This is an optimization exercise on Yosys and OpenROAD, whose aim is small area, a short achievable clock period and few clock cycles per item, not a production implementation. In this exercise RTL edits were held to simulation tests only and were not proved equivalent to the original.

==> flow/design.v, too long to show whole: its modules and the start of the top module <==
// module lcg_a: 367 lines
// module lcg_b: 346 lines
// module mul24: 1532 lines
// module carry24: 167 lines
// module csa_fa: 4 lines
// module booth_ao: 3 lines
// module cell_xnor: 3 lines
// module cell_or: 3 lines
// module csa_ha: 4 lines
// module out_stage: 181 lines
module out_stage (
    input  wire        clk,
    input  wire        rst,           
    input  wire        cfg_we,
    input  wire [31:0] cfg_gain,      
    input  wire [1:0]  cfg_bits,      
    input  wire        cfg_rate_ok,   
    input  wire        sreset,
    input  wire        in_valid,
    output wire        in_ready,
    input  wire [31:0] in_data,
    output reg         out_valid,
    output reg  [31:0] out_data
);
  // ...
==> flow/flow/run.sh <==
#!/bin/bash
# The standard layout, with the port buffers that buffer_ports inserts on
# every input and output made sky130_fd_sc_hd__buf_2 cells instead of its
# default choice (a delay buffer). Everything else is standard.sh unchanged.
set -euo pipefail
export BUFFER_PORTS_ARGS="-buffer_cell sky130_fd_sc_hd__buf_2"
bash standard.sh finish > standard_flow.log 2>&1
==> flow/standard.sh <==
#!/bin/bash
# synth_recipe.tcl (not shown) runs the flow's synth.tcl, then flattens the netlist and writes it again
# the make line also repeats each setting of config.mk as NAME=value (left out here)
make -C /OpenROAD-flow-scripts/flow DESIGN_CONFIG=/design/flow/config.mk WORK_HOME=/design/flow/orfs CLKGATE_MAP_FILE= SYNTH_SCRIPT=/design/flow/synth_recipe.tcl "${@:-finish}"
==> flow/config.mk <==
export PLATFORM = sky130hd
export DESIGN_NAME = out_stage
export DESIGN_NICKNAME = out_stage
export VERILOG_FILES = /design/flow/design.v
export SDC_FILE = /design/flow/constraint.sdc
export NUM_CORES = 4
export LEC_CHECK = 0
export CAP_MARGIN = 20
export CORE_MARGIN = 2
export CORE_UTILIZATION = 35
export CTS_CLUSTER_DIAMETER = 100
export CTS_CLUSTER_SIZE = 20
export PLACE_DENSITY = 0.6
export SETUP_SLACK_MARGIN = 1.5
export SLEW_MARGIN = 20
export SYNTH_HIERARCHICAL = 1
export SYNTH_MINIMUM_KEEP_SIZE = 0
==> flow/constraint.sdc <==
create_clock -name core_clock -period 45.0 [get_ports {clk}]
set_input_delay 9.0000 -clock core_clock [delete_from_list [all_inputs] [get_ports {clk}]]
set_output_delay 9.0000 -clock core_clock [all_outputs]
set_load 0.01 [all_outputs]
==> summary.txt, run 1 <==
Die
  • Die height: 351.6 um

Placed design
  • DP Area: 44410 um^2
  • Port buffer count: 105

Detailed routing
  • Vias per inst: 5.323
  • Remaining antenna violation count: 0
  • Top Metal Used: met5
  • Metal3 WL: 7.108 mm
  • Routed WL per cell: 20.07 um
  • Drt total wl: 118.6 mm

Run status
  • Run status: complete, no violations

Cells and area
  • Clock buf count: 29
  • Nets: 5478
  • Multi-input comb cells: 3567
  • Inverters excl. clock: 232
  • Sequential cells: 283

Global routing
  • Routing usage on met3: 0.02358
  • Vias in the first global route: 33730
  • Met2 usage: 0.3344
  • Most used routing layer: met2

Min path
  • Hold WC Path Type: flip-flop to flip-flop

CTS
  • CTS buffer count: 23
  • CTS clk-pin slew, worst paths: 0.09 ns
  • Htree depth: 1
  • Hold buffers post-CTS: 0
  • Worst-Skew Late Latency: 0.57 ns

STA
  • Max-slew violations: 0
  • Final min period: 10.48 ns

Critical path
  • Crit path depth: 4

Synth
  • Mapped Area: 42300 um^2
Testbench counts, summed over its fixed seeds: cycles 33,024, items 32,768.
==> run 2, diff against run 1 <==
--- a/flow/design.v
+++ b/flow/design.v
@@ -215,160 +215,227 @@
     csa_fa f138 (.a(x[22]), .b(x[21]), .c(x[18]), .s(s340), .co(c341));
     csa_fa f139 (.a(x[17]), .b(x[15]), .c(x[12]), .s(s342), .co(c343));
     csa_fa f140 (.a(x[11]), .b(c321), .c(c323), .s(s344), .co(c345));
     csa_fa f141 (.a(c325), .b(s338), .c(s340), .s(s346), .co(c347));
     csa_fa f142 (.a(s342), .b(c327), .c(c329), .s(s348), .co(c349));
     csa_fa f143 (.a(s344), .b(s346), .c(c331), .s(s350), .co(c351));
     csa_fa f144 (.a(s348), .b(c333), .c(s350), .s(s352), .co(c353));
     csa_ha h15 (.a(c335), .b(s352), .s(s354), .co(c355));
-    wire [31:0] ra = {c337, c319, c301, c283, c265, c247, c229, c211, c193, c175, c157, c141, c125, c111, c97, c85, c73, c61, s58, c43, c37, c31, c25, c21, c17, c13, c9, s6, s2, x[0], x[1], x[0]};
-    wire [31:0] rb = {s354, s336, s318, s300, s282, s264, s246, s228, s210, s192, s174, s156, s140, s124, s110, s96, s84, s72, s60, s50, s42, s36, s30, s24, s20, s16, s12, s8, s4, s1, 1'b1, 1'b1};
-    wire [31:0] sum;
-    wire sbx_0, cbx_0;
-    csa_ha hrx_0 (.a(ra[0]), .b(rb[0]), .s(sbx_0), .co(cbx_0));
-    wire sbx_1, cbx_1;
-    csa_fa frx_1 (.a(ra[1]), .b(rb[1]), .c(cbx_0), .s(sbx_1), .co(cbx_1));
-    wire sbx_2, cbx_2;
-    csa_fa frx_2 (.a(ra[2]), .b(rb[2]), .c(cbx_1), .s(sbx_2), .co(cbx_2));
-    wire sbx_3, cbx_3;
-    csa_fa frx_3 (.a(ra[3]), .b(rb[3]), .c(cbx_2), .s(sbx_3), .co(cbx_3));
-    wire sbx_4, cbx_4;
-    csa_fa frx_4 (.a(ra[4]), .b(rb[4]), .c(cbx_3), .s(sbx_4), .co(cbx_4));
-    wire sbx_5, cbx_5;
-    csa_fa frx_5 (.a(ra[5]), .b(rb[5]), .c(cbx_4), .s(sbx_5), .co(cbx_5));
-    wire sbx_6, cbx_6;
-    csa_fa frx_6 (.a(ra[6]), .b(rb[6]), .c(cbx_5), .s(sbx_6), .co(cbx_6));
-    wire sbx_7, cbx_7;
-    csa_fa frx_7 (.a(ra[7]), .b(rb[7]), .c(cbx_6), .s(sbx_7), .co(cbx_7));
-    wire sbx_8, cbx_8;
-    csa_fa frx_8 (.a(ra[8]), .b(rb[8]), .c(cbx_7), .s(sbx_8), .co(cbx_8));
-    wire sbx_9, cbx_9;
-    csa_fa frx_9 (.a(ra[9]), .b(rb[9]), .c(cbx_8), .s(sbx_9), .co(cbx_9));
-    wire sbx_10, cbx_10;
-    csa_fa frx_10 (.a(ra[10]), .b(rb[10]), .c(cbx_9), .s(sbx_10), .co(cbx_10));
-    wire sbx_11, cbx_11;
-    csa_fa frx_11 (.a(ra[11]), .b(rb[11]), .c(cbx_10), .s(sbx_11), .co(cbx_11));
-    assign sum[0] = sbx_0;
-    assign sum[1] = sbx_1;
-    assign sum[2] = sbx_2;
-    assign sum[3] = sbx_3;
-    assign sum[4] = sbx_4;
-    assign sum[5] = sbx_5;
-    assign sum[6] = sbx_6;
-    assign sum[7] = sbx_7;
-    assign sum[8] = sbx_8;
-    assign sum[9] = sbx_9;
-    assign sum[10] = sbx_10;
-    assign sum[11] = sbx_11;
-    wire sb0_12, cb0_12;
-    csa_ha hr0_12 (.a(ra[12]), .b(rb[12]), .s(sb0_12), .co(cb0_12));
-    wire sb0_13, cb0_13;
-    csa_fa fr0_13 (.a(ra[13]), .b(rb[13]), .c(cb0_12), .s(sb0_13), .co(cb0_13));
-    wire sb0_14, cb0_14;
-    csa_fa fr0_14 (.a(ra[14]), .b(rb[14]), .c(cb0_13), .s(sb0_14), .co(cb0_14));
-    wire sb0_15, cb0_15;
-    csa_fa fr0_15 (.a(ra[15]), .b(rb[15]), .c(cb0_14), .s(sb0_15), .co(cb0_15));
-    wire sb0_16, cb0_16;
-    csa_fa fr0_16 (.a(ra[16]), .b(rb[16]), .c(cb0_15), .s(sb0_16), .co(cb0_16));
-    wire sb0_17, cb0_17;
-    csa_fa fr0_17 (.a(ra[17]), .b(rb[17]), .c(cb0_16), .s(sb0_17), .co(cb0_17));
-    wire sb0_18, cb0_18;
-    csa_fa fr0_18 (.a(ra[18]), .b(rb[18]), .c(cb0_17), .s(sb0_18), .co(cb0_18));
-    wire sb0_19, cb0_19;
-    csa_fa fr0_19 (.a(ra[19]), .b(rb[19]), .c(cb0_18), .s(sb0_19), .co(cb0_19));
-    wire sb0_20, cb0_20;
-    csa_fa fr0_20 (.a(ra[20]), .b(rb[20]), .c(cb0_19), .s(sb0_20), .co(cb0_20));
-    wire sb0_21, cb0_21;
-    csa_fa fr0_21 (.a(ra[21]), .b(rb[21]), .c(cb0_20), .s(sb0_21), .co(cb0_21));
-    wire sb1_12, cb1_12;
-    assign sb1_12 = ~(ra[12] ^ rb[12]);
-    assign cb1_12 = ra[12] | rb[12];
-    wire sb1_13, cb1_13;
-    csa_fa fr1_13 (.a(ra[13]), .b(rb[13]), .c(cb1_12), .s(sb1_13), .co(cb1_13));
-    wire sb1_14, cb1_14;
-    csa_fa fr1_14 (.a(ra[14]), .b(rb[14]), .c(cb1_13), .s(sb1_14), .co(cb1_14));
-    wire sb1_15, cb1_15;
-    csa_fa fr1_15 (.a(ra[15]), .b(rb[15]), .c(cb1_14), .s(sb1_15), .co(cb1_15));
-    wire sb1_16, cb1_16;
-    csa_fa fr1_16 (.a(ra[16]), .b(rb[16]), .c(cb1_15), .s(sb1_16), .co(cb1_16));
-    wire sb1_17, cb1_17;
-    csa_fa fr1_17 (.a(ra[17]), .b(rb[17]), .c(cb1_16), .s(sb1_17), .co(cb1_17));
-    wire sb1_18, cb1_18;
-    csa_fa fr1_18 (.a(ra[18]), .b(rb[18]), .c(cb1_17), .s(sb1_18), .co(cb1_18));
-    wire sb1_19, cb1_19;
-    csa_fa fr1_19 (.a(ra[19]), .b(rb[19]), .c(cb1_18), .s(sb1_19), .co(cb1_19));
-    wire sb1_20, cb1_20;
-    csa_fa fr1_20 (.a(ra[20]), .b(rb[20]), .c(cb1_19), .s(sb1_20), .co(cb1_20));
-    wire sb1_21, cb1_21;
-    csa_fa fr1_21 (.a(ra[21]), .b(rb[21]), .c(cb1_20), .s(sb1_21), .co(cb1_21));
-    assign sum[12] = cbx_11 ? sb1_12 : sb0_12;
-    assign sum[13] = cbx_11 ? sb1_13 : sb0_13;
-    assign sum[14] = cbx_11 ? sb1_14 : sb0_14;
-    assign sum[15] = cbx_11 ? sb1_15 : sb0_15;
-    assign sum[16] = cbx_11 ? sb1_16 : sb0_16;
-    assign sum[17] = cbx_11 ? sb1_17 : sb0_17;
-    assign sum[18] = cbx_11 ? sb1_18 : sb0_18;
-    assign sum[19] = cbx_11 ? sb1_19 : sb0_19;
-    assign sum[20] = cbx_11 ? sb1_20 : sb0_20;
-    assign sum[21] = cbx_11 ? sb1_21 : sb0_21;
-    wire csel1 = cbx_11 ? cb1_21 : cb0_21;
-    wire sb0_22, cb0_22;
-    csa_ha hr0_22 (.a(ra[22]), .b(rb[22]), .s(sb0_22), .co(cb0_22));
-    wire sb0_23, cb0_23;
-    csa_fa fr0_23 (.a(ra[23]), .b(rb[23]), .c(cb0_22), .s(sb0_23), .co(cb0_23));
-    wire sb0_24, cb0_24;
-    csa_fa fr0_24 (.a(ra[24]), .b(rb[24]), .c(cb0_23), .s(sb0_24), .co(cb0_24));
-    wire sb0_25, cb0_25;
-    csa_fa fr0_25 (.a(ra[25]), .b(rb[25]), .c(cb0_24), .s(sb0_25), .co(cb0_25));
-    wire sb0_26, cb0_26;
-    csa_fa fr0_26 (.a(ra[26]), .b(rb[26]), .c(cb0_25), .s(sb0_26), .co(cb0_26));
-    wire sb0_27, cb0_27;
-    csa_fa fr0_27 (.a(ra[27]), .b(rb[27]), .c(cb0_26), .s(sb0_27), .co(cb0_27));
-    wire sb0_28, cb0_28;
-    csa_fa fr0_28 (.a(ra[28]), .b(rb[28]), .c(cb0_27), .s(sb0_28), .co(cb0_28));
-    wire sb0_29, cb0_29;
-    csa_fa fr0_29 (.a(ra[29]), .b(rb[29]), .c(cb0_28), .s(sb0_29), .co(cb0_29));
-    wire sb0_30, cb0_30;
-    csa_fa fr0_30 (.a(ra[30]), .b(rb[30]), .c(cb0_29), .s(sb0_30), .co(cb0_30));
-    wire sb0_31, cb0_31;
-    csa_fa fr0_31 (.a(ra[31]), .b(rb[31]), .c(cb0_30), .s(sb0_31), .co(cb0_31));
-    wire sb1_22, cb1_22;
-    assign sb1_22 = ~(ra[22] ^ rb[22]);
-    assign cb1_22 = ra[22] | rb[22];
-    wire sb1_23, cb1_23;
-    csa_fa fr1_23 (.a(ra[23]), .b(rb[23]), .c(cb1_22), .s(sb1_23), .co(cb1_23));
-    wire sb1_24, cb1_24;
-    csa_fa fr1_24 (.a(ra[24]), .b(rb[24]), .c(cb1_23), .s(sb1_24), .co(cb1_24));
-    wire sb1_25, cb1_25;
-    csa_fa fr1_25 (.a(ra[25]), .b(rb[25]), .c(cb1_24), .s(sb1_25), .co(cb1_25));
-    wire sb1_26, cb1_26;
-    csa_fa fr1_26 (.a(ra[26]), .b(rb[26]), .c(cb1_25), .s(sb1_26), .co(cb1_26));
-    wire sb1_27, cb1_27;
-    csa_fa fr1_27 (.a(ra[27]), .b(rb[27]), .c(cb1_26), .s(sb1_27), .co(cb1_27));
-    wire sb1_28, cb1_28;
-    csa_fa fr1_28 (.a(ra[28]), .b(rb[28]), .c(cb1_27), .s(sb1_28), .co(cb1_28));
-    wire sb1_29, cb1_29;
-    csa_fa fr1_29 (.a(ra[29]), .b(rb[29]), .c(cb1_28), .s(sb1_29), .co(cb1_29));
-    wire sb1_30, cb1_30;
-    csa_fa fr1_30 (.a(ra[30]), .b(rb[30]), .c(cb1_29), .s(sb1_30), .co(cb1_30));
-    wire sb1_31, cb1_31;
-    csa_fa fr1_31 (.a(ra[31]), .b(rb[31]), .c(cb1_30), .s(sb1_31), .co(cb1_31));
-    assign sum[22] = csel1 ? sb1_22 : sb0_22;
-    assign sum[23] = csel1 ? sb1_23 : sb0_23;
-    assign sum[24] = csel1 ? sb1_24 : sb0_24;
-    assign sum[25] = csel1 ? sb1_25 : sb0_25;
-    assign sum[26] = csel1 ? sb1_26 : sb0_26;
-    assign sum[27] = csel1 ? sb1_27 : sb0_27;
-    assign sum[28] = csel1 ? sb1_28 : sb0_28;
-    assign sum[29] = csel1 ? sb1_29 : sb0_29;
-    assign sum[30] = csel1 ? sb1_30 : sb0_30;
-    assign sum[31] = csel1 ? sb1_31 : sb0_31;
-    wire csel2 = csel1 ? cb1_31 : cb0_31;
-    assign y = sum;
+    wire bkg0_0, bkp0_0;
+    csa_ha hb0 (.a(x[0]), .b(1'b1), .s(bkp0_0), .co(bkg0_0));
+    wire bkg1_0, bkp1_0;
+    csa_ha hb1 (.a(x[1]), .b(1'b1), .s(bkp1_0), .co(bkg1_0));
+    wire bkg2_0, bkp2_0;
+    csa_ha hb2 (.a(x[0]), .b(s1), .s(bkp2_0), .co(bkg2_0));
+    wire bkg3_0, bkp3_0;
+    csa_ha hb3 (.a(s2), .b(s4), .s(bkp3_0), .co(bkg3_0));
+    wire bkg4_0, bkp4_0;
+    csa_ha hb4 (.a(s6), .b(s8), .s(bkp4_0), .co(bkg4_0));
+    wire bkg5_0, bkp5_0;
+    csa_ha hb5 (.a(c9), .b(s12), .s(bkp5_0), .co(bkg5_0));
+    wire bkg6_0, bkp6_0;
+    csa_ha hb6 (.a(c13), .b(s16), .s(bkp6_0), .co(bkg6_0));
+    wire bkg7_0, bkp7_0;
+    csa_ha hb7 (.a(c17), .b(s20), .s(bkp7_0), .co(bkg7_0));
+    wire bkg8_0, bkp8_0;
+    csa_ha hb8 (.a(c21), .b(s24), .s(bkp8_0), .co(bkg8_0));
+    wire bkg9_0, bkp9_0;
+    csa_ha hb9 (.a(c25), .b(s30), .s(bkp9_0), .co(bkg9_0));
+    wire bkg10_0, bkp10_0;
+    csa_ha hb10 (.a(c31), .b(s36), .s(bkp10_0), .co(bkg10_0));
+    wire bkg11_0, bkp11_0;
+    csa_ha hb11 (.a(c37), .b(s42), .s(bkp11_0), .co(bkg11_0));
+    wire bkg12_0, bkp12_0;
+    csa_ha hb12 (.a(c43), .b(s50), .s(bkp12_0), .co(bkg12_0));
+    wire bkg13_0, bkp13_0;
+    csa_ha hb13 (.a(s58), .b(s60), .s(bkp13_0), .co(bkg13_0));
+    wire bkg14_0, bkp14_0;
+    csa_ha hb14 (.a(c61), .b(s72), .s(bkp14_0), .co(bkg14_0));
+    wire bkg15_0, bkp15_0;
+    csa_ha hb15 (.a(c73), .b(s84), .s(bkp15_0), .co(bkg15_0));
+    wire bkg16_0, bkp16_0;
+    csa_ha hb16 (.a(c85), .b(s96), .s(bkp16_0), .co(bkg16_0));
+    wire bkg17_0, bkp17_0;
+    csa_ha hb17 (.a(c97), .b(s110), .s(bkp17_0), .co(bkg17_0));
+    wire bkg18_0, bkp18_0;
+    csa_ha hb18 (.a(c111), .b(s124), .s(bkp18_0), .co(bkg18_0));
+    wire bkg19_0, bkp19_0;
+    csa_ha hb19 (.a(c125), .b(s140), .s(bkp19_0), .co(bkg19_0));
+    wire bkg20_0, bkp20_0;
+    csa_ha hb20 (.a(c141), .b(s156), .s(bkp20_0), .co(bkg20_0));
+    wire bkg21_0, bkp21_0;
+    csa_ha hb21 (.a(c157), .b(s174), .s(bkp21_0), .co(bkg21_0));
+    wire bkg22_0, bkp22_0;
+    csa_ha hb22 (.a(c175), .b(s192), .s(bkp22_0), .co(bkg22_0));
+    wire bkg23_0, bkp23_0;
+    csa_ha hb23 (.a(c193), .b(s210), .s(bkp23_0), .co(bkg23_0));
+    wire bkg24_0, bkp24_0;
+    csa_ha hb24 (.a(c211), .b(s228), .s(bkp24_0), .co(bkg24_0));
+    wire bkg25_0, bkp25_0;
+    csa_ha hb25 (.a(c229), .b(s246), .s(bkp25_0), .co(bkg25_0));
+    wire bkg26_0, bkp26_0;
+    csa_ha hb26 (.a(c247), .b(s264), .s(bkp26_0), .co(bkg26_0));
+    wire bkg27_0, bkp27_0;
+    csa_ha hb27 (.a(c265), .b(s282), .s(bkp27_0), .co(bkg27_0));
+    wire bkg28_0, bkp28_0;
+    csa_ha hb28 (.a(c283), .b(s300), .s(bkp28_0), .co(bkg28_0));
+    wire bkg29_0, bkp29_0;
+    csa_ha hb29 (.a(c301), .b(s318), .s(bkp29_0), .co(bkg29_0));
+    wire bkg30_0, bkp30_0;
+    csa_ha hb30 (.a(c319), .b(s336), .s(bkp30_0), .co(bkg30_0));
+    wire bkg31_0, bkp31_0;
+    csa_ha hb31 (.a(c337), .b(s354), .s(bkp31_0), .co(bkg31_0));
+    wire bkG1 = bkg1_0 | (bkp1_0 & bkg0_0);
+    wire bkP1 = bkp1_0 & bkp0_0;
+    wire bkG2 = bkg3_0 | (bkp3_0 & bkg2_0);
+    wire bkP2 = bkp3_0 & bkp2_0;
+    wire bkG3 = bkg5_0 | (bkp5_0 & bkg4_0);
+    wire bkP3 = bkp5_0 & bkp4_0;
+    wire bkG4 = bkg7_0 | (bkp7_0 & bkg6_0);
+    wire bkP4 = bkp7_0 & bkp6_0;
+    wire bkG5 = bkg9_0 | (bkp9_0 & bkg8_0);
+    wire bkP5 = bkp9_0 & bkp8_0;
+    wire bkG6 = bkg11_0 | (bkp11_0 & bkg10_0);
+    wire bkP6 = bkp11_0 & bkp10_0;
+    wire bkG7 = bkg13_0 | (bkp13_0 & bkg12_0);
+    wire bkP7 = bkp13_0 & bkp12_0;
+    wire bkG8 = bkg15_0 | (bkp15_0 & bkg14_0);
+    wire bkP8 = bkp15_0 & bkp14_0;
+    wire bkG9 = bkg17_0 | (bkp17_0 & bkg16_0);
+    wire bkP9 = bkp17_0 & bkp16_0;
+    wire bkG10 = bkg19_0 | (bkp19_0 & bkg18_0);
+    wire bkP10 = bkp19_0 & bkp18_0;
+    wire bkG11 = bkg21_0 | (bkp21_0 & bkg20_0);
+    wire bkP11 = bkp21_0 & bkp20_0;
+    wire bkG12 = bkg23_0 | (bkp23_0 & bkg22_0);
+    wire bkP12 = bkp23_0 & bkp22_0;
+    wire bkG13 = bkg25_0 | (bkp25_0 & bkg24_0);
+    wire bkP13 = bkp25_0 & bkp24_0;
+    wire bkG14 = bkg27_0 | (bkp27_0 & bkg26_0);
+    wire bkP14 = bkp27_0 & bkp26_0;
+    wire bkG15 = bkg29_0 | (bkp29_0 & bkg28_0);
+    wire bkP15 = bkp29_0 & bkp28_0;
+    wire bkG16 = bkg31_0 | (bkp31_0 & bkg30_0);
+    wire bkP16 = bkp31_0 & bkp30_0;
+    wire bkG17 = bkG2 | (bkP2 & bkG1);
+    wire bkP17 = bkP2 & bkP1;
+    wire bkG18 = bkG4 | (bkP4 & bkG3);
+    wire bkP18 = bkP4 & bkP3;
+    wire bkG19 = bkG6 | (bkP6 & bkG5);
+    wire bkP19 = bkP6 & bkP5;
+    wire bkG20 = bkG8 | (bkP8 & bkG7);
+    wire bkP20 = bkP8 & bkP7;
+    wire bkG21 = bkG10 | (bkP10 & bkG9);
+    wire bkP21 = bkP10 & bkP9;
+    wire bkG22 = bkG12 | (bkP12 & bkG11);
+    wire bkP22 = bkP12 & bkP11;
+    wire bkG23 = bkG14 | (bkP14 & bkG13);
+    wire bkP23 = bkP14 & bkP13;
+    wire bkG24 = bkG16 | (bkP16 & bkG15);
+    wire bkP24 = bkP16 & bkP15;
+    wire bkG25 = bkG18 | (bkP18 & bkG17);
+    wire bkP25 = bkP18 & bkP17;
+    wire bkG26 = bkG20 | (bkP20 & bkG19);
+    wire bkP26 = bkP20 & bkP19;
+    wire bkG27 = bkG22 | (bkP22 & bkG21);
+    wire bkP27 = bkP22 & bkP21;
+    wire bkG28 = bkG24 | (bkP24 & bkG23);
+    wire bkP28 = bkP24 & bkP23;
+    wire bkG29 = bkG26 | (bkP26 & bkG25);
+    wire bkP29 = bkP26 & bkP25;
+    wire bkG30 = bkG28 | (bkP28 & bkG27);
+    wire bkP30 = bkP28 & bkP27;
+    wire bkG31 = bkG30 | (bkP30 & bkG29);
+    wire bkP31 = bkP30 & bkP29;
+    wire bkG32 = bkG27 | (bkP27 & bkG29);
+    wire bkP32 = bkP27 & bkP29;
+    wire bkG33 = bkG19 | (bkP19 & bkG25);
+    wire bkP33 = bkP19 & bkP25;
+    wire bkG34 = bkG21 | (bkP21 & bkG29);
+    wire bkP34 = bkP21 & bkP29;
+    wire bkG35 = bkG23 | (bkP23 & bkG32);
+    wire bkP35 = bkP23 & bkP32;
+    wire bkG36 = bkG3 | (bkP3 & bkG17);
+    wire bkP36 = bkP3 & bkP17;
+    wire bkG37 = bkG5 | (bkP5 & bkG25);
+    wire bkP37 = bkP5 & bkP25;
+    wire bkG38 = bkG7 | (bkP7 & bkG33);
+    wire bkP38 = bkP7 & bkP33;
+    wire bkG39 = bkG9 | (bkP9 & bkG29);
+    wire bkP39 = bkP9 & bkP29;
+    wire bkG40 = bkG11 | (bkP11 & bkG34);
+    wire bkP40 = bkP11 & bkP34;
+    wire bkG41 = bkG13 | (bkP13 & bkG32);
+    wire bkP41 = bkP13 & bkP32;
+    wire bkG42 = bkG15 | (bkP15 & bkG35);
+    wire bkP42 = bkP15 & bkP35;
+    wire bkG43 = bkg2_0 | (bkp2_0 & bkG1);
+    wire bkP43 = bkp2_0 & bkP1;
+    wire bkG44 = bkg4_0 | (bkp4_0 & bkG17);
+    wire bkP44 = bkp4_0 & bkP17;
+    wire bkG45 = bkg6_0 | (bkp6_0 & bkG36);
+    wire bkP45 = bkp6_0 & bkP36;
+    wire bkG46 = bkg8_0 | (bkp8_0 & bkG25);
+    wire bkP46 = bkp8_0 & bkP25;
+    wire bkG47 = bkg10_0 | (bkp10_0 & bkG37);
+    wire bkP47 = bkp10_0 & bkP37;
+    wire bkG48 = bkg12_0 | (bkp12_0 & bkG33);
+    wire bkP48 = bkp12_0 & bkP33;
+    wire bkG49 = bkg14_0 | (bkp14_0 & bkG38);
+    wire bkP49 = bkp14_0 & bkP38;
+    wire bkG50 = bkg16_0 | (bkp16_0 & bkG29);
+    wire bkP50 = bkp16_0 & bkP29;
+    wire bkG51 = bkg18_0 | (bkp18_0 & bkG39);
+    wire bkP51 = bkp18_0 & bkP39;
+    wire bkG52 = bkg20_0 | (bkp20_0 & bkG34);
+    wire bkP52 = bkp20_0 & bkP34;
+    wire bkG53 = bkg22_0 | (bkp22_0 & bkG40);
+    wire bkP53 = bkp22_0 & bkP40;
+    wire bkG54 = bkg24_0 | (bkp24_0 & bkG32);
+    wire bkP54 = bkp24_0 & bkP32;
+    wire bkG55 = bkg26_0 | (bkp26_0 & bkG41);
+    wire bkP55 = bkp26_0 & bkP41;
+    wire bkG56 = bkg28_0 | (bkp28_0 & bkG35);
+    wire bkP56 = bkp28_0 & bkP35;
+    wire bkG57 = bkg30_0 | (bkp30_0 & bkG42);
+    wire bkP57 = bkp30_0 & bkP42;
+    wire bks0 = bkp0_0;
+    wire bks1 = bkp1_0 ^ bkg0_0;
+    wire bks2 = bkp2_0 ^ bkG1;
+    wire bks3 = bkp3_0 ^ bkG43;
+    wire bks4 = bkp4_0 ^ bkG17;
+    wire bks5 = bkp5_0 ^ bkG44;
+    wire bks6 = bkp6_0 ^ bkG36;
+    wire bks7 = bkp7_0 ^ bkG45;
+    wire bks8 = bkp8_0 ^ bkG25;
+    wire bks9 = bkp9_0 ^ bkG46;
+    wire bks10 = bkp10_0 ^ bkG37;
+    wire bks11 = bkp11_0 ^ bkG47;
+    wire bks12 = bkp12_0 ^ bkG33;
+    wire bks13 = bkp13_0 ^ bkG48;
+    wire bks14 = bkp14_0 ^ bkG38;
+    wire bks15 = bkp15_0 ^ bkG49;
+    wire bks16 = bkp16_0 ^ bkG29;
+    wire bks17 = bkp17_0 ^ bkG50;
+    wire bks18 = bkp18_0 ^ bkG39;
+    wire bks19 = bkp19_0 ^ bkG51;
+    wire bks20 = bkp20_0 ^ bkG34;
+    wire bks21 = bkp21_0 ^ bkG52;
+    wire bks22 = bkp22_0 ^ bkG40;
+    wire bks23 = bkp23_0 ^ bkG53;
+    wire bks24 = bkp24_0 ^ bkG32;
+    wire bks25 = bkp25_0 ^ bkG54;
+    wire bks26 = bkp26_0 ^ bkG41;
+    wire bks27 = bkp27_0 ^ bkG55;
+    wire bks28 = bkp28_0 ^ bkG35;
+    wire bks29 = bkp29_0 ^ bkG56;
+    wire bks30 = bkp30_0 ^ bkG42;
+    wire bks31 = bkp31_0 ^ bkG57;
+    assign y = {bks31, bks30, bks29, bks28, bks27, bks26, bks25, bks24, bks23, bks22, bks21, bks20, bks19, bks18, bks17, bks16, bks15, bks14, bks13, bks12, bks11, bks10, bks9, bks8, bks7, bks6, bks5, bks4, bks3, bks2, bks1, bks0};
 endmodule
 module lcg_b (x, y);
     input wire [31:0] x;
     output wire [31:0] y;
     wire s1, c2, s3, c4, s5, c6, s7, c8, s9, c10, s11, c12, s13, c14, s15, c16;
     wire s17, c18, s19, c20, s21, c22, s23, c24, s25, c26, s27, c28, s29, c30, s31, c32;
     wire s33, c34, s35, c36, s37, c38, s39, c40, s41, c42, s43, c44, s45, c46, s47, c48;
     wire s49, c50, s51, c52, s53, c54, s55, c56, s57, c58, s59, c60, s61, c62, s63, c64;
@@ -561,160 +628,227 @@
     csa_fa f153 (.a(x[6]), .b(xn[27]), .c(xn[22]), .s(s325), .co(c326));
     csa_fa f154 (.a(xn[12]), .b(xn[10]), .c(xn[8]), .s(s327), .co(c328));
     csa_fa f155 (.a(c302), .b(c304), .c(s321), .s(s329), .co(c330));
     csa_fa f156 (.a(s323), .b(c306), .c(c308), .s(s331), .co(c332));
     csa_fa f157 (.a(s325), .b(s327), .c(c310), .s(s333), .co(c334));
     csa_fa f158 (.a(c312), .b(s329), .c(s331), .s(s335), .co(c336));
     csa_fa f159 (.a(c314), .b(s333), .c(c316), .s(s337), .co(c338));
     csa_fa f160 (.a(s335), .b(c318), .c(s337), .s(s339), .co(c340));
-    wire [31:0] ra = {c320, c300, c280, c260, c240, c220, c200, c182, c164, c148, c132, c118, c104, c92, c80, c70, c60, s57, c42, c34, c28, c22, c16, c12, c8, c4, c2, xn[0], x[3], x[2], x[1], x[0]};
-    wire [31:0] rb = {s339, s319, s299, s279, s259, s239, s219, s199, s181, s163, s147, s131, s117, s103, s91, s79, s69, s59, s49, s41, s33, s27, s21, s15, s11, s7, s3, s1, x[1], x[0], 1'b0, 1'b1};
-    wire [31:0] sum;
-    wire sbx_0, cbx_0;
-    csa_ha hrx_0 (.a(ra[0]), .b(rb[0]), .s(sbx_0), .co(cbx_0));
-    wire sbx_1, cbx_1;
-    csa_fa frx_1 (.a(ra[1]), .b(rb[1]), .c(cbx_0), .s(sbx_1), .co(cbx_1));
-    wire sbx_2, cbx_2;
-    csa_fa frx_2 (.a(ra[2]), .b(rb[2]), .c(cbx_1), .s(sbx_2), .co(cbx_2));
-    wire sbx_3, cbx_3;
-    csa_fa frx_3 (.a(ra[3]), .b(rb[3]), .c(cbx_2), .s(sbx_3), .co(cbx_3));
-    wire sbx_4, cbx_4;
-    csa_fa frx_4 (.a(ra[4]), .b(rb[4]), .c(cbx_3), .s(sbx_4), .co(cbx_4));
-    wire sbx_5, cbx_5;
-    csa_fa frx_5 (.a(ra[5]), .b(rb[5]), .c(cbx_4), .s(sbx_5), .co(cbx_5));
-    wire sbx_6, cbx_6;
-    csa_fa frx_6 (.a(ra[6]), .b(rb[6]), .c(cbx_5), .s(sbx_6), .co(cbx_6));
-    wire sbx_7, cbx_7;
-    csa_fa frx_7 (.a(ra[7]), .b(rb[7]), .c(cbx_6), .s(sbx_7), .co(cbx_7));
-    wire sbx_8, cbx_8;
-    csa_fa frx_8 (.a(ra[8]), .b(rb[8]), .c(cbx_7), .s(sbx_8), .co(cbx_8));
-    wire sbx_9, cbx_9;
-    csa_fa frx_9 (.a(ra[9]), .b(rb[9]), .c(cbx_8), .s(sbx_9), .co(cbx_9));
-    wire sbx_10, cbx_10;
-    csa_fa frx_10 (.a(ra[10]), .b(rb[10]), .c(cbx_9), .s(sbx_10), .co(cbx_10));
-    wire sbx_11, cbx_11;
-    csa_fa frx_11 (.a(ra[11]), .b(rb[11]), .c(cbx_10), .s(sbx_11), .co(cbx_11));
-    assign sum[0] = sbx_0;
-    assign sum[1] = sbx_1;
-    assign sum[2] = sbx_2;
-    assign sum[3] = sbx_3;
-    assign sum[4] = sbx_4;
-    assign sum[5] = sbx_5;
-    assign sum[6] = sbx_6;
-    assign sum[7] = sbx_7;
-    assign sum[8] = sbx_8;
-    assign sum[9] = sbx_9;
-    assign sum[10] = sbx_10;
-    assign sum[11] = sbx_11;
-    wire sb0_12, cb0_12;
-    csa_ha hr0_12 (.a(ra[12]), .b(rb[12]), .s(sb0_12), .co(cb0_12));
-    wire sb0_13, cb0_13;
-    csa_fa fr0_13 (.a(ra[13]), .b(rb[13]), .c(cb0_12), .s(sb0_13), .co(cb0_13));
-    wire sb0_14, cb0_14;
-    csa_fa fr0_14 (.a(ra[14]), .b(rb[14]), .c(cb0_13), .s(sb0_14), .co(cb0_14));
-    wire sb0_15, cb0_15;
-    csa_fa fr0_15 (.a(ra[15]), .b(rb[15]), .c(cb0_14), .s(sb0_15), .co(cb0_15));
-    wire sb0_16, cb0_16;
-    csa_fa fr0_16 (.a(ra[16]), .b(rb[16]), .c(cb0_15), .s(sb0_16), .co(cb0_16));
-    wire sb0_17, cb0_17;
-    csa_fa fr0_17 (.a(ra[17]), .b(rb[17]), .c(cb0_16), .s(sb0_17), .co(cb0_17));
-    wire sb0_18, cb0_18;
-    csa_fa fr0_18 (.a(ra[18]), .b(rb[18]), .c(cb0_17), .s(sb0_18), .co(cb0_18));
-    wire sb0_19, cb0_19;
-    csa_fa fr0_19 (.a(ra[19]), .b(rb[19]), .c(cb0_18), .s(sb0_19), .co(cb0_19));
-    wire sb0_20, cb0_20;
-    csa_fa fr0_20 (.a(ra[20]), .b(rb[20]), .c(cb0_19), .s(sb0_20), .co(cb0_20));
-    wire sb0_21, cb0_21;
-    csa_fa fr0_21 (.a(ra[21]), .b(rb[21]), .c(cb0_20), .s(sb0_21), .co(cb0_21));
-    wire sb1_12, cb1_12;
-    assign sb1_12 = ~(ra[12] ^ rb[12]);
-    assign cb1_12 = ra[12] | rb[12];
-    wire sb1_13, cb1_13;
-    csa_fa fr1_13 (.a(ra[13]), .b(rb[13]), .c(cb1_12), .s(sb1_13), .co(cb1_13));
-    wire sb1_14, cb1_14;
-    csa_fa fr1_14 (.a(ra[14]), .b(rb[14]), .c(cb1_13), .s(sb1_14), .co(cb1_14));
-    wire sb1_15, cb1_15;
-    csa_fa fr1_15 (.a(ra[15]), .b(rb[15]), .c(cb1_14), .s(sb1_15), .co(cb1_15));
-    wire sb1_16, cb1_16;
-    csa_fa fr1_16 (.a(ra[16]), .b(rb[16]), .c(cb1_15), .s(sb1_16), .co(cb1_16));
-    wire sb1_17, cb1_17;
-    csa_fa fr1_17 (.a(ra[17]), .b(rb[17]), .c(cb1_16), .s(sb1_17), .co(cb1_17));
-    wire sb1_18, cb1_18;
-    csa_fa fr1_18 (.a(ra[18]), .b(rb[18]), .c(cb1_17), .s(sb1_18), .co(cb1_18));
-    wire sb1_19, cb1_19;
-    csa_fa fr1_19 (.a(ra[19]), .b(rb[19]), .c(cb1_18), .s(sb1_19), .co(cb1_19));
-    wire sb1_20, cb1_20;
-    csa_fa fr1_20 (.a(ra[20]), .b(rb[20]), .c(cb1_19), .s(sb1_20), .co(cb1_20));
-    wire sb1_21, cb1_21;
-    csa_fa fr1_21 (.a(ra[21]), .b(rb[21]), .c(cb1_20), .s(sb1_21), .co(cb1_21));
-    assign sum[12] = cbx_11 ? sb1_12 : sb0_12;
-    assign sum[13] = cbx_11 ? sb1_13 : sb0_13;
-    assign sum[14] = cbx_11 ? sb1_14 : sb0_14;
-    assign sum[15] = cbx_11 ? sb1_15 : sb0_15;
-    assign sum[16] = cbx_11 ? sb1_16 : sb0_16;
-    assign sum[17] = cbx_11 ? sb1_17 : sb0_17;
-    assign sum[18] = cbx_11 ? sb1_18 : sb0_18;
-    assign sum[19] = cbx_11 ? sb1_19 : sb0_19;
-    assign sum[20] = cbx_11 ? sb1_20 : sb0_20;
-    assign sum[21] = cbx_11 ? sb1_21 : sb0_21;
-    wire csel1 = cbx_11 ? cb1_21 : cb0_21;
-    wire sb0_22, cb0_22;
-    csa_ha hr0_22 (.a(ra[22]), .b(rb[22]), .s(sb0_22), .co(cb0_22));
-    wire sb0_23, cb0_23;
-    csa_fa fr0_23 (.a(ra[23]), .b(rb[23]), .c(cb0_22), .s(sb0_23), .co(cb0_23));
-    wire sb0_24, cb0_24;
-    csa_fa fr0_24 (.a(ra[24]), .b(rb[24]), .c(cb0_23), .s(sb0_24), .co(cb0_24));
-    wire sb0_25, cb0_25;
-    csa_fa fr0_25 (.a(ra[25]), .b(rb[25]), .c(cb0_24), .s(sb0_25), .co(cb0_25));
-    wire sb0_26, cb0_26;
-    csa_fa fr0_26 (.a(ra[26]), .b(rb[26]), .c(cb0_25), .s(sb0_26), .co(cb0_26));
-    wire sb0_27, cb0_27;
-    csa_fa fr0_27 (.a(ra[27]), .b(rb[27]), .c(cb0_26), .s(sb0_27), .co(cb0_27));
-    wire sb0_28, cb0_28;
-    csa_fa fr0_28 (.a(ra[28]), .b(rb[28]), .c(cb0_27), .s(sb0_28), .co(cb0_28));
-    wire sb0_29, cb0_29;
-    csa_fa fr0_29 (.a(ra[29]), .b(rb[29]), .c(cb0_28), .s(sb0_29), .co(cb0_29));
-    wire sb0_30, cb0_30;
-    csa_fa fr0_30 (.a(ra[30]), .b(rb[30]), .c(cb0_29), .s(sb0_30), .co(cb0_30));
-    wire sb0_31, cb0_31;
-    csa_fa fr0_31 (.a(ra[31]), .b(rb[31]), .c(cb0_30), .s(sb0_31), .co(cb0_31));
-    wire sb1_22, cb1_22;
-    assign sb1_22 = ~(ra[22] ^ rb[22]);
-    assign cb1_22 = ra[22] | rb[22];
-    wire sb1_23, cb1_23;
-    csa_fa fr1_23 (.a(ra[23]), .b(rb[23]), .c(cb1_22), .s(sb1_23), .co(cb1_23));
-    wire sb1_24, cb1_24;
-    csa_fa fr1_24 (.a(ra[24]), .b(rb[24]), .c(cb1_23), .s(sb1_24), .co(cb1_24));
-    wire sb1_25, cb1_25;
-    csa_fa fr1_25 (.a(ra[25]), .b(rb[25]), .c(cb1_24), .s(sb1_25), .co(cb1_25));
-    wire sb1_26, cb1_26;
-    csa_fa fr1_26 (.a(ra[26]), .b(rb[26]), .c(cb1_25), .s(sb1_26), .co(cb1_26));
-    wire sb1_27, cb1_27;
-    csa_fa fr1_27 (.a(ra[27]), .b(rb[27]), .c(cb1_26), .s(sb1_27), .co(cb1_27));
-    wire sb1_28, cb1_28;
-    csa_fa fr1_28 (.a(ra[28]), .b(rb[28]), .c(cb1_27), .s(sb1_28), .co(cb1_28));
-    wire sb1_29, cb1_29;
-    csa_fa fr1_29 (.a(ra[29]), .b(rb[29]), .c(cb1_28), .s(sb1_29), .co(cb1_29));
-    wire sb1_30, cb1_30;
-    csa_fa fr1_30 (.a(ra[30]), .b(rb[30]), .c(cb1_29), .s(sb1_30), .co(cb1_30));
-    wire sb1_31, cb1_31;
-    csa_fa fr1_31 (.a(ra[31]), .b(rb[31]), .c(cb1_30), .s(sb1_31), .co(cb1_31));
-    assign sum[22] = csel1 ? sb1_22 : sb0_22;
-    assign sum[23] = csel1 ? sb1_23 : sb0_23;
-    assign sum[24] = csel1 ? sb1_24 : sb0_24;
-    assign sum[25] = csel1 ? sb1_25 : sb0_25;
-    assign sum[26] = csel1 ? sb1_26 : sb0_26;
-    assign sum[27] = csel1 ? sb1_27 : sb0_27;
-    assign sum[28] = csel1 ? sb1_28 : sb0_28;
-    assign sum[29] = csel1 ? sb1_29 : sb0_29;
-    assign sum[30] = csel1 ? sb1_30 : sb0_30;
-    assign sum[31] = csel1 ? sb1_31 : sb0_31;
-    wire csel2 = csel1 ? cb1_31 : cb0_31;
-    assign y = sum;
+    wire bkg0_0, bkp0_0;
+    csa_ha hb0 (.a(x[0]), .b(1'b1), .s(bkp0_0), .co(bkg0_0));
+    wire bkg1_0, bkp1_0;
+    csa_ha hb1 (.a(x[1]), .b(1'b0), .s(bkp1_0), .co(bkg1_0));
+    wire bkg2_0, bkp2_0;
+    csa_ha hb2 (.a(x[2]), .b(x[0]), .s(bkp2_0), .co(bkg2_0));
+    wire bkg3_0, bkp3_0;
+    csa_ha hb3 (.a(x[3]), .b(x[1]), .s(bkp3_0), .co(bkg3_0));
+    wire bkg4_0, bkp4_0;
+    csa_ha hb4 (.a(xn[0]), .b(s1), .s(bkp4_0), .co(bkg4_0));
+    wire bkg5_0, bkp5_0;
+    csa_ha hb5 (.a(c2), .b(s3), .s(bkp5_0), .co(bkg5_0));
+    wire bkg6_0, bkp6_0;
+    csa_ha hb6 (.a(c4), .b(s7), .s(bkp6_0), .co(bkg6_0));
+    wire bkg7_0, bkp7_0;
+    csa_ha hb7 (.a(c8), .b(s11), .s(bkp7_0), .co(bkg7_0));
+    wire bkg8_0, bkp8_0;
+    csa_ha hb8 (.a(c12), .b(s15), .s(bkp8_0), .co(bkg8_0));
+    wire bkg9_0, bkp9_0;
+    csa_ha hb9 (.a(c16), .b(s21), .s(bkp9_0), .co(bkg9_0));
+    wire bkg10_0, bkp10_0;
+    csa_ha hb10 (.a(c22), .b(s27), .s(bkp10_0), .co(bkg10_0));
+    wire bkg11_0, bkp11_0;
+    csa_ha hb11 (.a(c28), .b(s33), .s(bkp11_0), .co(bkg11_0));
+    wire bkg12_0, bkp12_0;
+    csa_ha hb12 (.a(c34), .b(s41), .s(bkp12_0), .co(bkg12_0));
+    wire bkg13_0, bkp13_0;
+    csa_ha hb13 (.a(c42), .b(s49), .s(bkp13_0), .co(bkg13_0));
+    wire bkg14_0, bkp14_0;
+    csa_ha hb14 (.a(s57), .b(s59), .s(bkp14_0), .co(bkg14_0));
+    wire bkg15_0, bkp15_0;
+    csa_ha hb15 (.a(c60), .b(s69), .s(bkp15_0), .co(bkg15_0));
+    wire bkg16_0, bkp16_0;
+    csa_ha hb16 (.a(c70), .b(s79), .s(bkp16_0), .co(bkg16_0));
+    wire bkg17_0, bkp17_0;
+    csa_ha hb17 (.a(c80), .b(s91), .s(bkp17_0), .co(bkg17_0));
+    wire bkg18_0, bkp18_0;
+    csa_ha hb18 (.a(c92), .b(s103), .s(bkp18_0), .co(bkg18_0));
+    wire bkg19_0, bkp19_0;
+    csa_ha hb19 (.a(c104), .b(s117), .s(bkp19_0), .co(bkg19_0));
+    wire bkg20_0, bkp20_0;
+    csa_ha hb20 (.a(c118), .b(s131), .s(bkp20_0), .co(bkg20_0));
+    wire bkg21_0, bkp21_0;
+    csa_ha hb21 (.a(c132), .b(s147), .s(bkp21_0), .co(bkg21_0));
+    wire bkg22_0, bkp22_0;
+    csa_ha hb22 (.a(c148), .b(s163), .s(bkp22_0), .co(bkg22_0));
+    wire bkg23_0, bkp23_0;
+    csa_ha hb23 (.a(c164), .b(s181), .s(bkp23_0), .co(bkg23_0));
+    wire bkg24_0, bkp24_0;
+    csa_ha hb24 (.a(c182), .b(s199), .s(bkp24_0), .co(bkg24_0));
+    wire bkg25_0, bkp25_0;
+    csa_ha hb25 (.a(c200), .b(s219), .s(bkp25_0), .co(bkg25_0));
+    wire bkg26_0, bkp26_0;
+    csa_ha hb26 (.a(c220), .b(s239), .s(bkp26_0), .co(bkg26_0));
+    wire bkg27_0, bkp27_0;
+    csa_ha hb27 (.a(c240), .b(s259), .s(bkp27_0), .co(bkg27_0));
+    wire bkg28_0, bkp28_0;
+    csa_ha hb28 (.a(c260), .b(s279), .s(bkp28_0), .co(bkg28_0));
+    wire bkg29_0, bkp29_0;
+    csa_ha hb29 (.a(c280), .b(s299), .s(bkp29_0), .co(bkg29_0));
+    wire bkg30_0, bkp30_0;
+    csa_ha hb30 (.a(c300), .b(s319), .s(bkp30_0), .co(bkg30_0));
+    wire bkg31_0, bkp31_0;
+    csa_ha hb31 (.a(c320), .b(s339), .s(bkp31_0), .co(bkg31_0));
+    wire bkG1 = bkg1_0 | (bkp1_0 & bkg0_0);
+    wire bkP1 = bkp1_0 & bkp0_0;
+    wire bkG2 = bkg3_0 | (bkp3_0 & bkg2_0);
+    wire bkP2 = bkp3_0 & bkp2_0;
+    wire bkG3 = bkg5_0 | (bkp5_0 & bkg4_0);
+    wire bkP3 = bkp5_0 & bkp4_0;
+    wire bkG4 = bkg7_0 | (bkp7_0 & bkg6_0);
+    wire bkP4 = bkp7_0 & bkp6_0;
+    wire bkG5 = bkg9_0 | (bkp9_0 & bkg8_0);
+    wire bkP5 = bkp9_0 & bkp8_0;
+    wire bkG6 = bkg11_0 | (bkp11_0 & bkg10_0);
+    wire bkP6 = bkp11_0 & bkp10_0;
+    wire bkG7 = bkg13_0 | (bkp13_0 & bkg12_0);
+    wire bkP7 = bkp13_0 & bkp12_0;
+    wire bkG8 = bkg15_0 | (bkp15_0 & bkg14_0);
+    wire bkP8 = bkp15_0 & bkp14_0;
+    wire bkG9 = bkg17_0 | (bkp17_0 & bkg16_0);
+    wire bkP9 = bkp17_0 & bkp16_0;
+    wire bkG10 = bkg19_0 | (bkp19_0 & bkg18_0);
+    wire bkP10 = bkp19_0 & bkp18_0;
+    wire bkG11 = bkg21_0 | (bkp21_0 & bkg20_0);
+    wire bkP11 = bkp21_0 & bkp20_0;
+    wire bkG12 = bkg23_0 | (bkp23_0 & bkg22_0);
+    wire bkP12 = bkp23_0 & bkp22_0;
+    wire bkG13 = bkg25_0 | (bkp25_0 & bkg24_0);
+    wire bkP13 = bkp25_0 & bkp24_0;
+    wire bkG14 = bkg27_0 | (bkp27_0 & bkg26_0);
+    wire bkP14 = bkp27_0 & bkp26_0;
+    wire bkG15 = bkg29_0 | (bkp29_0 & bkg28_0);
+    wire bkP15 = bkp29_0 & bkp28_0;
+    wire bkG16 = bkg31_0 | (bkp31_0 & bkg30_0);
+    wire bkP16 = bkp31_0 & bkp30_0;
+    wire bkG17 = bkG2 | (bkP2 & bkG1);
+    wire bkP17 = bkP2 & bkP1;
+    wire bkG18 = bkG4 | (bkP4 & bkG3);
+    wire bkP18 = bkP4 & bkP3;
+    wire bkG19 = bkG6 | (bkP6 & bkG5);
+    wire bkP19 = bkP6 & bkP5;
+    wire bkG20 = bkG8 | (bkP8 & bkG7);
+    wire bkP20 = bkP8 & bkP7;
+    wire bkG21 = bkG10 | (bkP10 & bkG9);
+    wire bkP21 = bkP10 & bkP9;
+    wire bkG22 = bkG12 | (bkP12 & bkG11);
+    wire bkP22 = bkP12 & bkP11;
+    wire bkG23 = bkG14 | (bkP14 & bkG13);
+    wire bkP23 = bkP14 & bkP13;
+    wire bkG24 = bkG16 | (bkP16 & bkG15);
+    wire bkP24 = bkP16 & bkP15;
+    wire bkG25 = bkG18 | (bkP18 & bkG17);
+    wire bkP25 = bkP18 & bkP17;
+    wire bkG26 = bkG20 | (bkP20 & bkG19);
+    wire bkP26 = bkP20 & bkP19;
+    wire bkG27 = bkG22 | (bkP22 & bkG21);
+    wire bkP27 = bkP22 & bkP21;
+    wire bkG28 = bkG24 | (bkP24 & bkG23);
+    wire bkP28 = bkP24 & bkP23;
+    wire bkG29 = bkG26 | (bkP26 & bkG25);
+    wire bkP29 = bkP26 & bkP25;
+    wire bkG30 = bkG28 | (bkP28 & bkG27);
+    wire bkP30 = bkP28 & bkP27;
+    wire bkG31 = bkG30 | (bkP30 & bkG29);
+    wire bkP31 = bkP30 & bkP29;
+    wire bkG32 = bkG27 | (bkP27 & bkG29);
+    wire bkP32 = bkP27 & bkP29;
+    wire bkG33 = bkG19 | (bkP19 & bkG25);
+    wire bkP33 = bkP19 & bkP25;
+    wire bkG34 = bkG21 | (bkP21 & bkG29);
+    wire bkP34 = bkP21 & bkP29;
+    wire bkG35 = bkG23 | (bkP23 & bkG32);
+    wire bkP35 = bkP23 & bkP32;
+    wire bkG36 = bkG3 | (bkP3 & bkG17);
+    wire bkP36 = bkP3 & bkP17;
+    wire bkG37 = bkG5 | (bkP5 & bkG25);
+    wire bkP37 = bkP5 & bkP25;
+    wire bkG38 = bkG7 | (bkP7 & bkG33);
+    wire bkP38 = bkP7 & bkP33;
+    wire bkG39 = bkG9 | (bkP9 & bkG29);
+    wire bkP39 = bkP9 & bkP29;
+    wire bkG40 = bkG11 | (bkP11 & bkG34);
+    wire bkP40 = bkP11 & bkP34;
+    wire bkG41 = bkG13 | (bkP13 & bkG32);
+    wire bkP41 = bkP13 & bkP32;
+    wire bkG42 = bkG15 | (bkP15 & bkG35);
+    wire bkP42 = bkP15 & bkP35;
+    wire bkG43 = bkg2_0 | (bkp2_0 & bkG1);
+    wire bkP43 = bkp2_0 & bkP1;
+    wire bkG44 = bkg4_0 | (bkp4_0 & bkG17);
+    wire bkP44 = bkp4_0 & bkP17;
+    wire bkG45 = bkg6_0 | (bkp6_0 & bkG36);
+    wire bkP45 = bkp6_0 & bkP36;
+    wire bkG46 = bkg8_0 | (bkp8_0 & bkG25);
+    wire bkP46 = bkp8_0 & bkP25;
+    wire bkG47 = bkg10_0 | (bkp10_0 & bkG37);
+    wire bkP47 = bkp10_0 & bkP37;
+    wire bkG48 = bkg12_0 | (bkp12_0 & bkG33);
+    wire bkP48 = bkp12_0 & bkP33;
+    wire bkG49 = bkg14_0 | (bkp14_0 & bkG38);
+    wire bkP49 = bkp14_0 & bkP38;
+    wire bkG50 = bkg16_0 | (bkp16_0 & bkG29);
+    wire bkP50 = bkp16_0 & bkP29;
+    wire bkG51 = bkg18_0 | (bkp18_0 & bkG39);
+    wire bkP51 = bkp18_0 & bkP39;
+    wire bkG52 = bkg20_0 | (bkp20_0 & bkG34);
+    wire bkP52 = bkp20_0 & bkP34;
+    wire bkG53 = bkg22_0 | (bkp22_0 & bkG40);
+    wire bkP53 = bkp22_0 & bkP40;
+    wire bkG54 = bkg24_0 | (bkp24_0 & bkG32);
+    wire bkP54 = bkp24_0 & bkP32;
+    wire bkG55 = bkg26_0 | (bkp26_0 & bkG41);
+    wire bkP55 = bkp26_0 & bkP41;
+    wire bkG56 = bkg28_0 | (bkp28_0 & bkG35);
+    wire bkP56 = bkp28_0 & bkP35;
+    wire bkG57 = bkg30_0 | (bkp30_0 & bkG42);
+    wire bkP57 = bkp30_0 & bkP42;
+    wire bks0 = bkp0_0;
+    wire bks1 = bkp1_0 ^ bkg0_0;
+    wire bks2 = bkp2_0 ^ bkG1;
+    wire bks3 = bkp3_0 ^ bkG43;
+    wire bks4 = bkp4_0 ^ bkG17;
+    wire bks5 = bkp5_0 ^ bkG44;
+    wire bks6 = bkp6_0 ^ bkG36;
+    wire bks7 = bkp7_0 ^ bkG45;
+    wire bks8 = bkp8_0 ^ bkG25;
+    wire bks9 = bkp9_0 ^ bkG46;
+    wire bks10 = bkp10_0 ^ bkG37;
+    wire bks11 = bkp11_0 ^ bkG47;
+    wire bks12 = bkp12_0 ^ bkG33;
+    wire bks13 = bkp13_0 ^ bkG48;
+    wire bks14 = bkp14_0 ^ bkG38;
+    wire bks15 = bkp15_0 ^ bkG49;
+    wire bks16 = bkp16_0 ^ bkG29;
+    wire bks17 = bkp17_0 ^ bkG50;
+    wire bks18 = bkp18_0 ^ bkG39;
+    wire bks19 = bkp19_0 ^ bkG51;
+    wire bks20 = bkp20_0 ^ bkG34;
+    wire bks21 = bkp21_0 ^ bkG52;
+    wire bks22 = bkp22_0 ^ bkG40;
+    wire bks23 = bkp23_0 ^ bkG53;
+    wire bks24 = bkp24_0 ^ bkG32;
+    wire bks25 = bkp25_0 ^ bkG54;
+    wire bks26 = bkp26_0 ^ bkG41;
+    wire bks27 = bkp27_0 ^ bkG55;
+    wire bks28 = bkp28_0 ^ bkG35;
+    wire bks29 = bkp29_0 ^ bkG56;
+    wire bks30 = bkp30_0 ^ bkG42;
+    wire bks31 = bkp31_0 ^ bkG57;
+    assign y = {bks31, bks30, bks29, bks28, bks27, bks26, bks25, bks24, bks23, bks22, bks21, bks20, bks19, bks18, bks17, bks16, bks15, bks14, bks13, bks12, bks11, bks10, bks9, bks8, bks7, bks6, bks5, bks4, bks3, bks2, bks1, bks0};
 endmodule
 module mul24 (a, b, p);
     input wire [23:0] a;
     input wire [23:0] b;
     output wire [47:0] p;
     wire p1, p2, p3, p4, p5, p6, p7, p8, p9, p10, p11, p12, p13, p14, p15, p16;
     wire p17, p18, p19, p20, p21, p22, p23, p24, p25, p26, p27, p28, p29, p30, p31, p32;
     wire p33, p34, p35, p36, p37, p38, p39, p40, p41, p42, p43, p44, p45, p46, p47, p48;
==> flow/config.mk (replaced) <==
export PLATFORM = sky130hd
export DESIGN_NAME = out_stage
export DESIGN_NICKNAME = out_stage
export VERILOG_FILES = /design/flow/design.v
export SDC_FILE = /design/flow/constraint.sdc
export NUM_CORES = 4
export LEC_CHECK = 0
export CAP_MARGIN = 20
export CORE_MARGIN = 2
export CORE_UTILIZATION = 35
export CTS_CLUSTER_DIAMETER = 120
export CTS_CLUSTER_SIZE = 26
export PLACE_DENSITY = 0.6
export SETUP_SLACK_MARGIN = 1.5
export SLEW_MARGIN = 20
export SYNTH_HIERARCHICAL = 1
export SYNTH_MINIMUM_KEEP_SIZE = 0
==> summary.txt, run 2 <==
Run status
  • Run status: complete, no violations (unchanged)

Synth
  • Synth Instances: 4463 (was 4312)
  • Mapped Area: 42630 um^2 (was 42300 um^2)
  • Synthesis Warnings: 7 (unchanged)
  • Syn avg cell area: 9.552 um^2 (was 9.810 um^2)

CTS
  • TritonCTS Sinks: 283 (unchanged)
  • Post-CTS Resized: 0 (unchanged)
  • CTS tree: built (unchanged)
  • Maximum clock insertion buffer count: 3 (unchanged)
  • Htree depth: 1 (unchanged)
  • Root Driver: clkbuf_16 (unchanged)
  • Worst-Skew Late Latency: 0.56 ns (was 0.57 ns)
  • Hold buffers post-CTS: 0 (unchanged)
  • CTS buffer count: 18 (was 23)
  • CTS clk-pin slew, worst paths: 0.11 ns (was 0.09 ns)
  • Post CTS Setup Buffer Count: 0 (unchanged)

Placed design
  • DP Wirelength: 87.42 mm (was 86.33 mm)
  • Placer Congestion: 0.9251 (was 0.9227)
  • Port buffer count: 105 (unchanged)
  • Pre-CTS setup slack: 34.35 ns (was 33.96 ns)

Min path
  • Worst hold endpoint: sg2 (was v2)
  • Hold WC Path Type: flip-flop to flip-flop (unchanged)
  • HP Start: as0 (was v1)
  • Cells on Worst Hold Path: 1 (unchanged)

Cells and area
  • Largest regs: out_data: 32 flops, sa: 32 flops, sb: 32 flops (unchanged)
  • Final core utilization: 0.3714 (was 0.3763)
  • Syn-to-layout area delta: 5.747% (was 6.726%)
  • Most common cell after layout, fill and taps aside: nand2_1 (unchanged)
  • Fraction of layout cells with a size suffix above 1: 0.07302 (was 0.07776)
  • Nets: 5577 (was 5478)
  • Most frequent cells in the layout: 896 x nand2_1, 791 x fa_1, 327 x ha_1, 261 x nor2_1, 235 x dfxtp_1 (was 903 x nand2_1, 885 x fa_1, 252 x nor2_1, 241 x ha_1, 239 x dfxtp_1)

Detailed routing
  • Vias per inst: 5.370 (was 5.323)
  • Routed WL per cell: 19.82 um (was 20.07 um)
  • Drt drc: 0 (unchanged)
  • Remaining antenna violation count: 0 (unchanged)
  • Via count: 32340 (was 31450)
  • Drt total wl: 119.4 mm (was 118.6 mm)
  • First DRT Iteration DRCs: 2655 (was 2509)
  • First drt pass iteration count: 9 (was 5)

STA
  • TNS Setup: 0 ns (unchanged)
  • Setup-failing EPs final: 0 (unchanged)
  • Final min period: 10.12 ns (was 10.48 ns)
  • Period utilization: 0.2250 (was 0.2329)
  • Slew HR: 0.2722 (was 0.2721)
  • Max-slew violations: 0 (unchanged)
  • Worst setup margin: 34.88 ns (was 34.52 ns)
  • Final Skew: 0.04020 ns (was 0.02233 ns)
  • Min Hold Slack: 0.4462 ns (was 0.4575 ns)
  • Worst-margin pin slew: 1.090 ns (was 1.087 ns)
  • Final Hold Viols: 0 (unchanged)
  • RSZ-0062 raised after global routing: no (unchanged)
  • Fmax: 98.77 MHz (was 95.43 MHz)

Global routing
  • Vias in the first global route: 33960 (was 33730)
  • Largest net degree at the start of global routing: 67 (unchanged)
  • Total grt overflow: 0 (unchanged)
  • Initial antenna violation count: 4 (was 1)
  • First-pass GRT wire length: 191.6 mm (was 190.3 mm)
  • All-Layer GR Usage: 0.1917 (was 0.1955)

Die
  • Die height: 353 um (was 351.6 um)
  • Row cnt: 128 (was 127)
  • Die ar.: 124600 um^2 (was 123700 um^2)
  • Chip width: 353 um (was 351.6 um)
  • I/O pins: 106 (unchanged)
  • Area of the core: 121400 um^2 (was 120000 um^2)
  • Starting density of the core: 0.3512 (was 0.3526)

Run
  • Max_cap viols: 0 (unchanged)

Critical path
  • Reg2Reg Depth: 29 (was 28)
  • Reg2Reg Setup Slack: 35.23 ns (was 35.90 ns)
  • Critical path required time: 45.45 ns (was 45.43 ns)
  • Startpoint Class: input port (unchanged)
  • RR Startpoint: r3[0] (was r3[3])
  • WS Path Type: input port to flip-flop (unchanged)
  • Crit-path max FO: 3 (was 44)
  • FF-to-FF End: out_data[28] (was out_data[23])
  • CP startpoint: cfg_gain[28] (was rst)
  • Arr. time, crit path: 10.58 ns (was 10.90 ns)
  • Critical path capture point type: flip-flop (unchanged)
==> run 2: final cells by class <==
| cell class | count | area (um^2) |
|---|---|---|
| Tap cell | 1625 | 2033 |
| Multi-Input combinational cell | 3680 | 34490 |
| Clock inverter | 8 | 152.6 |
| Inverter | 229 | 859.6 |
| Timing Repair Buffer | 175 | 1059 |
| Sequential cell | 283 | 6023 |
| Fill cell | 12280 | 76320 |
| Clock buffer | 21 | 461.7 |
| Antenna cell | 2 | 5.005 |
==> run 2: metal layers <==
metal  up-vias  routed length (um)  GRT usage  share of wire
li1      14620                   -          -              -
met1     16330               50760     0.2580           0.43
met2      1177               57070     0.3235           0.48
met3       216                8176    0.02610          0.068
met4         4                3359    0.05217          0.028
met5         -                  26          0        0.00022
==> run 2: worst max path at each step <==
stage	end	slack, ns
floorplan	rdy	34.77
global placement	rdy	34.38
detailed placement	rdy	34.35
CTS	in_ready	34.91
global route	out_data[28]	34.39
finish	rdy	34.88
==> run 2: per-stage QoR <==
stage	instances	instance area [um^2]
2_1_floorplan	4467	42650
3_3_place_gp	5991	44450
3_5_place_dp	5991	44450
4_1_cts	6020	45060
5_1_grt	6021	45080
6_report	6023	45080
==> run 2: critical path, stage by stage <==
cell and delay (ns):
buf_2 0.10, or4_1 0.52, o21ai_0 0.43, nor4b_1 0.40
o21ai_0 0.13
Testbench counts of run 2, summed over its fixed seeds: cycles 33,024, items 32,768.
==> run 3, diff against run 2 <==
--- a/flow/config.mk
+++ b/flow/config.mk
@@ -8,8 +8,8 @@
 export CAP_MARGIN = 20
 export CORE_MARGIN = 2
 export CORE_UTILIZATION = 35
-export CTS_CLUSTER_DIAMETER = 120
-export CTS_CLUSTER_SIZE = 26
+export CTS_CLUSTER_DIAMETER = 100
+export CTS_CLUSTER_SIZE = 20
 export PLACE_DENSITY = 0.6
 export SETUP_SLACK_MARGIN = 1.5
 export SLEW_MARGIN = 20
==> summary.txt, run 3 <==
CTS
  • Post-CTS Resized: 0 (unchanged)
  • Worst-Skew Late Latency: 0.56 ns (about the same)
  • CTS buffer count: 22 (was 18)
  • CTS tree: built (unchanged)
  • Post CTS Setup Buffer Count: 0 (unchanged)
  • Root Driver: clkbuf_16 (unchanged)
  • TritonCTS Sinks: 283 (unchanged)
  • Hold buffers post-CTS: 0 (unchanged)
  • Htree depth: 1 (unchanged)
  • CTS clk-pin slew, worst paths: 0.08 ns (was 0.11 ns)
  • Maximum clock insertion buffer count: 3 (unchanged)

Critical path
  • Arr. time, crit path: 10.54 ns (was 10.58 ns)
  • Crit path depth: 5 (unchanged)
  • Reg2Reg Depth: 30 (was 29)
  • Startpoint Class: input port (unchanged)
  • Crit-path cells: buf_2 > or4_1 > o21ai_0 > nor4b_1 > o21ai_0 (unchanged)
  • FF-to-FF End: out_data[28] (unchanged)
  • Buf+Inv Stages, Crit Path: 1 (unchanged)
  • CP most frequent cell: o21ai_0 (unchanged)
  • Reg2Reg Setup Slack: 35.23 ns (about the same)
  • Slowest CP cell: or4_1 (unchanged)
  • Top Family by Delay on Critical Path: simple AND/OR/NAND/NOR gates (unchanged)

Die
  • Row cnt: 128 (unchanged)
  • Chip width: 353 um (unchanged)
  • Die ar.: 124600 um^2 (unchanged)
  • Starting density of the core: 0.3512 (unchanged)
  • Area of the core: 121400 um^2 (unchanged)
  • I/O pins: 106 (unchanged)

STA
  • RSZ-0062 raised after global routing: no (unchanged)
  • Fmax: 98.90 MHz (was 98.77 MHz)
  • Worst setup margin: 34.89 ns (was 34.88 ns)
  • Min Hold Slack: 0.4271 ns (was 0.4462 ns)
  • Final min period: 10.11 ns (was 10.12 ns)
  • TNS Setup: 0 ns (unchanged)
  • Setup-failing EPs final: 0 (unchanged)
  • Worst-margin pin slew: 1.099 ns (was 1.090 ns)
  • Final Hold Viols: 0 (unchanged)

Min path
  • HP Start: v1 (was as0)
  • Worst hold endpoint: v2 (was sg2)
  • Hold WC Path Type: flip-flop to flip-flop (unchanged)
  • Cells on Worst Hold Path: 1 (unchanged)

Synth
  • Synth Instances: 4463 (unchanged)
  • Syn avg cell area: 9.552 um^2 (unchanged)
  • Synthesis Warnings: 7 (unchanged)
  • Mapped Area: 42630 um^2 (unchanged)

Global routing
  • Total grt overflow: 0 (unchanged)
  • Initial antenna violation count: 4 (unchanged)
  • All-Layer GR Usage: 0.1919 (was 0.1917)
  • Largest net degree at the start of global routing: 67 (unchanged)

Cells and area
  • Fin area: 45190 um^2 (was 45080 um^2)
  • Nets: 5581 (was 5577)
  • Largest regs: out_data: 32 flops, sa: 32 flops, sb: 32 flops (unchanged)
  • Filler cells: 12280 (unchanged)
  • Most common cell after layout, fill and taps aside: nand2_1 (unchanged)
  • Final core utilization: 0.3723 (was 0.3714)
  • Most frequent cells in the layout: 896 x nand2_1, 791 x fa_1, 327 x ha_1, 261 x nor2_1, 235 x dfxtp_1 (unchanged)
  • Non-filler cells, final: 6032 (was 6023)

Detailed routing
  • First drt pass iteration count: 6 (was 9)
  • Vias per inst: 5.362 (was 5.370)
  • Drt total wl: 119.6 mm (was 119.4 mm)
  • Via count: 32340 (about the same)
  • Routed WL per cell: 19.83 um (was 19.82 um)
  • Remaining antenna violation count: 0 (unchanged)
  • First DRT Iteration DRCs: 2592 (was 2655)

Run status
  • Run status: complete, no violations (unchanged)

Placed design
  • Placer Congestion: 0.9251 (unchanged)
  • DP Area: 44450 um^2 (unchanged)
  • Pre-CTS setup slack: 34.35 ns (unchanged)
-- run 3: cell type report --
cell class / count / area (um^2) / area share
diodes: 2 / 5.005 / 0.0001107
multi-input cells: 3680 / 34490 / 0.7631
inverters: 229 / 859.6 / 0.01902
well taps: 1625 / 2033 / 0.04499
clock buffers: 29 / 618.1 / 0.01368
flip-flops and latches: 283 / 6023 / 0.1333
repair buffers: 175 / 1059 / 0.02342
clock inverters: 9 / 108.9 / 0.002409
-- run 3: worst max path at each step --
stage	slack, ns	startpoint	endpoint
2_1_floorplan	34.77	cfg_gain[28]	rdy
3_3_place_gp	34.38	cfg_gain[28]	rdy
3_5_place_dp	34.35	cfg_gain[28]	rdy
4_1_cts	34.90	out_valid	out_valid
5_1_grt	34.42	r3[0]	out_data[28]
6_report	34.89	cfg_gain[28]	rdy
-- run 3: per-layer routing --
| metal | wire length (um) | global-route usage | vias up |
|---|---|---|---|
| met1 | 51380 | 0.2580 | 16360 |
| met5 | 40 | 0 | - |
| met4 | 3228 | 0.05174 | 6 |
| li1 | - | - | 14640 |
| met2 | 57220 | 0.3240 | 1124 |
| met3 | 7742 | 0.02646 | 210 |
-- run 3: worst register-to-register path: cells and delay by family (launching register included) --
family	cells	cell delay, ns
AOI/OAI and AO/OA	15	3.43
xor gates and xnor gates	1	0.77
adders and majority gates	1	0.37
buffers and inverters	1	0.35
DFF	1	0.31
muxes	1	0.44
and+or+nand+nor	11	3.90

==> port drivers added, routing unchanged <==
In the flow no input, the clock included, has a driving cell. The finished layouts below were timed again as built, in two steps.
Step 1 sets driving cells, clkbuf_16 on the clock port and buf_2 on the other inputs (assumed; they add their load-dependent delay and slew).
Step 2 times the ports against the registers' clock, not the clock port: input delays grow and output delays shrink by t, the midpoint of the rising clock arrivals with the driver on.
Three values: ideal, step 1, step 2; two values: the first two.
| run | t, ns | setup slack, ns | hold WS [ns] | latest minus earliest clock arrival (ns) |
|---|---|---|---|---|
| run 1 | 0.617 | 34.521 / 34.498 / 33.882 | 0.457 / 0.457 / 0.457 | 0.023 / 0.023 |
| run 2 | 0.615 | 34.875 / 34.858 / 34.310 | 0.446 / 0.446 / 0.446 | 0.041 / 0.041 |
| run 3 | 0.617 | 34.889 / 34.843 / 34.323 | 0.427 / 0.427 / 0.427 | 0.040 / 0.039 |
After both steps every run listed still meets setup and hold. The setup slack of run 1, which loses most, moves by -0.023 ns with the drivers and by -0.639 ns with both steps.
